What follows belongs to an exercise in optimizing a design on an open flow for small area; a production flow would make more cautious choices. Power figures rest on the tool's default switching activity, not on a simulated workload.

// bb_sync
module bb_sync (
    input  wire        clk,
    input  wire        rst,           
    input  wire        cmd_valid,
    output wire        cmd_ready,
    input  wire [31:0] cmd_data,
    output wire        kbc_rd,
    output wire        kbc_port,      
    input  wire        kbc_ack,
    input  wire [7:0]  kbc_rdata,
    output wire        rec_valid,
    input  wire        rec_ready,
    output wire [31:0] rec_data
);
export LEC_CHECK = 0
export ABC_AREA = 1
export CAP_MARGIN = 20
export CORE_MARGIN = 2
export CORE_UTILIZATION = 40
export CTS_BUF_LIST = sky130_fd_sc_hd__clkbuf_8
export SLEW_MARGIN = 20
create_clock -name core_clock -period 8.0 [get_ports {clk}]
run.sh (not shown) runs the stock make flow with config.mk's settings and CLKGATE_MAP_FILE= SYNTH_SCRIPT=/design/flow/synth_recipe.tcl, a recipe that flattens the netlist after the stock synthesis.
Edit:
==> flow/flow/run.sh (new file) <==
#!/bin/bash
# Standard layout (standard.sh), with the smallest buffer on the ports and
# power recovery (downsizing of gates off the critical paths) after global routing.
set -euo pipefail
export BUFFER_PORTS_ARGS="-buffer_cell sky130_fd_sc_hd__buf_1"
export RECOVER_POWER=100
bash standard.sh > standard.log 2>&1
==> flow/standard.sh (new file) <==
#!/bin/bash
# synth_recipe.tcl (not shown) runs the flow's synth.tcl, then flattens the netlist and writes it again
# the make line also repeats each setting of config.mk as NAME=value (left out here)
make -C /OpenROAD-flow-scripts/flow DESIGN_CONFIG=/design/flow/config.mk WORK_HOME=/design/flow/orfs CLKGATE_MAP_FILE= SYNTH_SCRIPT=/design/flow/synth_recipe.tcl "${@:-finish}"
removed: flow/run.sh
=>
- combinational power goes down by 24%
- first-iteration DRC count goes up by 0.67%
- worst setup slack gets better by 0.41 ns
- routed wire length goes down by 2.9%
- cell count stays the same
- clock-buffer cell count does not change
- cell area goes down by 9.3%
- sequential cell count stays the same
- clock power goes down by about 5%
No run of this note included a check of the RTL's function; only the layout flow was run.


Setup of the baseline:
Another version of the RTL of bb_sync (not shown whole).
Size: roughly 91 flip-flops, ~81 I/O pins, ~7500 um^2 of cells after synthesis.
// bb_sync
module bb_sync (
    input  wire        clk,
    input  wire        rst,           
    input  wire        cmd_valid,
    output wire        cmd_ready,
    input  wire [31:0] cmd_data,
    output wire        kbc_rd,
    output wire        kbc_port,      
    input  wire        kbc_ack,
    input  wire [7:0]  kbc_rdata,
    output wire        rec_valid,
    input  wire        rec_ready,
    output wire [31:0] rec_data
);
    localparam [1:0] S_IDLE = 2'b00;
    localparam [1:0] S_EMIT = 2'b01;
    localparam [1:0] S_POLL = 2'b10;
    localparam [1:0] S_DATA = 2'b11;
    localparam [1:0] R_DISC = 2'b00;
    localparam [1:0] R_KEY  = 2'b01;
    localparam [1:0] R_PKT  = 2'b10;
    localparam [1:0] R_GD   = 2'b11;
    localparam [2:0] G_IDLE     = 3'd0;
    localparam [2:0] G_STROKE_1 = 3'd1;
    localparam [2:0] G_APEX     = 3'd2;
    localparam [2:0] G_STROKE_2 = 3'd3;
    localparam [2:0] G_COMPLETE = 3'd4;
    reg  [1:0]  state;
    reg  [1:0]  sub_r;             
    reg         kbd_pending;       
    reg  [1:0]  mouse_slot;
    reg  [7:0]  mouse_b0;          
    reg  [7:0]  mouse_b1;
    reg  [2:0]  gest_state;
    reg  [14:0] x_sum;             
    reg  [15:0] y_sum;             
    reg  [7:0]  gest_xlen, gest_tol;
    reg         ch;                
    reg         mouse_queued;      
    reg  [3:0]  poll_cnt;
    reg  [2:0]  aux;               
    reg  [1:0]  rtype;
    reg  [7:0]  byte_r;            
    assign cmd_ready = (state == S_IDLE);
    assign kbc_rd    = state[1];
    assign kbc_port  = state[0];
    assign rec_valid = (state == S_EMIT);
    wire key_len2 = aux[0];
    wire [31:0] rec_key  = {8'h81, 6'd0, key_len2, ~byte_r[7],
                            key_len2 ? byte_r : 8'h00, key_len2 ? 8'hE0 : byte_r};
  ...
Settings: LEC_CHECK=0, CAP_MARGIN=20, CORE_MARGIN=2, CORE_UTILIZATION=40, SLEW_MARGIN=20; clock period 8.0 ns.
Stock flow here: none of the scripts above is used.
#### Input delta (the candidate over the baseline)
# the baseline
export LEC_CHECK = 0
export CAP_MARGIN = 20
export CORE_MARGIN = 2
export CORE_UTILIZATION = 40
export SLEW_MARGIN = 20
create_clock -name core_clock -period 8.0 [get_ports {clk}]
# the candidate
export LEC_CHECK = 0
export ABC_AREA = 1
export CAP_MARGIN = 20
export CORE_MARGIN = 2
export CORE_UTILIZATION = 40
export SLEW_MARGIN = 20
create_clock -name core_clock -period 8.0 [get_ports {clk}]
Notes after the runs:
- Both conditions hold for the candidate: the flow ran to the end and the final layout passed the timing, DRC and antenna checks.
- Compared with the baseline, in the candidate proportion of cell area occupied by registers level; sequential share of the synthesized area now sits at about the same level; overall power increased by 0.68% relative to the old numbers; mux contribution to synthesized area has decreased; hold slack higher.
- The candidate -> the baseline: first-iteration DRC count flat
- Against the baseline, the candidate reports a share of the cycle needed by the critical path after routing that is lower.
- The candidate has number of standard cells in the layout, taps in and fillers out above what the baseline had.
Function was not checked in any run of this note: the RTL went through the layout flow alone.


bb_sync, a different RTL version from the one above (not shown whole).
For scale: about 530 cells after synthesis, roughly 5100 um2 of cells after synthesis.
Settings: LEC_CHECK=0, CAP_MARGIN=20, CORE_MARGIN=2, CORE_UTILIZATION=40, SLEW_MARGIN=20; clock period 8.0 ns.
standard.sh (not shown) runs the stock make flow with config.mk's settings and CLKGATE_MAP_FILE= SYNTH_SCRIPT=/design/flow/synth_recipe.tcl, a recipe that flattens the netlist after the stock synthesis.
==> flow/flow/run.sh <==
#!/bin/bash
# Standard layout, with the smallest buffer on the ports.
set -euo pipefail
export BUFFER_PORTS_ARGS="-buffer_cell sky130_fd_sc_hd__buf_1"
bash standard.sh > standard.log 2>&1
The starting point finished clean.
==> next run, changes <==
==> flow/run.sh (new file) <==
#!/bin/bash
# synth_recipe.tcl (not shown) runs the flow's synth.tcl, then flattens the netlist and writes it again
# the make line also repeats each setting of config.mk as NAME=value (left out here)
make -C /OpenROAD-flow-scripts/flow DESIGN_CONFIG=/design/flow/config.mk WORK_HOME=/design/flow/orfs CLKGATE_MAP_FILE= SYNTH_SCRIPT=/design/flow/synth_recipe.tcl finish
Settings changed: CTS_BUF_LIST from default to sky130_fd_sc_hd__clkbuf_8.
removed: flow/flow/run.sh
removed: flow/standard.sh
Via count rose slightly.
Sequential cell count stays the same.
Sequential share of layout area falls by 2.7 points.
Critical path depth does not change.
Register-to-register slack got worse by 90 ps.
Global-route usage increases by 0.40 points.
No functional check of the RTL was part of any run of this note.

## port drivers added, routing unchanged
No port has a modelled driver above. Below, the same layouts with a new extraction and two added sets of constraints. Step 1: set_driving_cell puts a clkbuf_16 on clk and a buf_2 on each other input, an assumption about the parent block. Step 2 also shifts input and output timing later by t, the mid clock arrival at the registers, as if the neighbouring blocks saw the same clock. Three values: no drivers, after step 1, after step 2; two values: the first two.
run	t (ns)	setup WS [ns]	worst setup path after step 2
the first run of note 1	0.419	3.000 / 2.963 / 2.752	input to register
the second run of note 1	0.400	3.411 / 3.418 / 3.018	input to register
the baseline	0.398	2.385 / 2.411 / 2.013	input to register
the candidate	0.397	3.104 / 3.123 / 2.726	input to register
the first run of note 3	0.390	3.399 / 3.417 / 3.027	input to register
the second run of note 3	0.412	3.037 / 3.044 / 2.632	input to register
After both steps setup and hold are still met in every run listed. For the second run of note 3, which loses most, drivers alone change the setup slack by +0.007 ns; drivers and shift together by -0.405 ns.
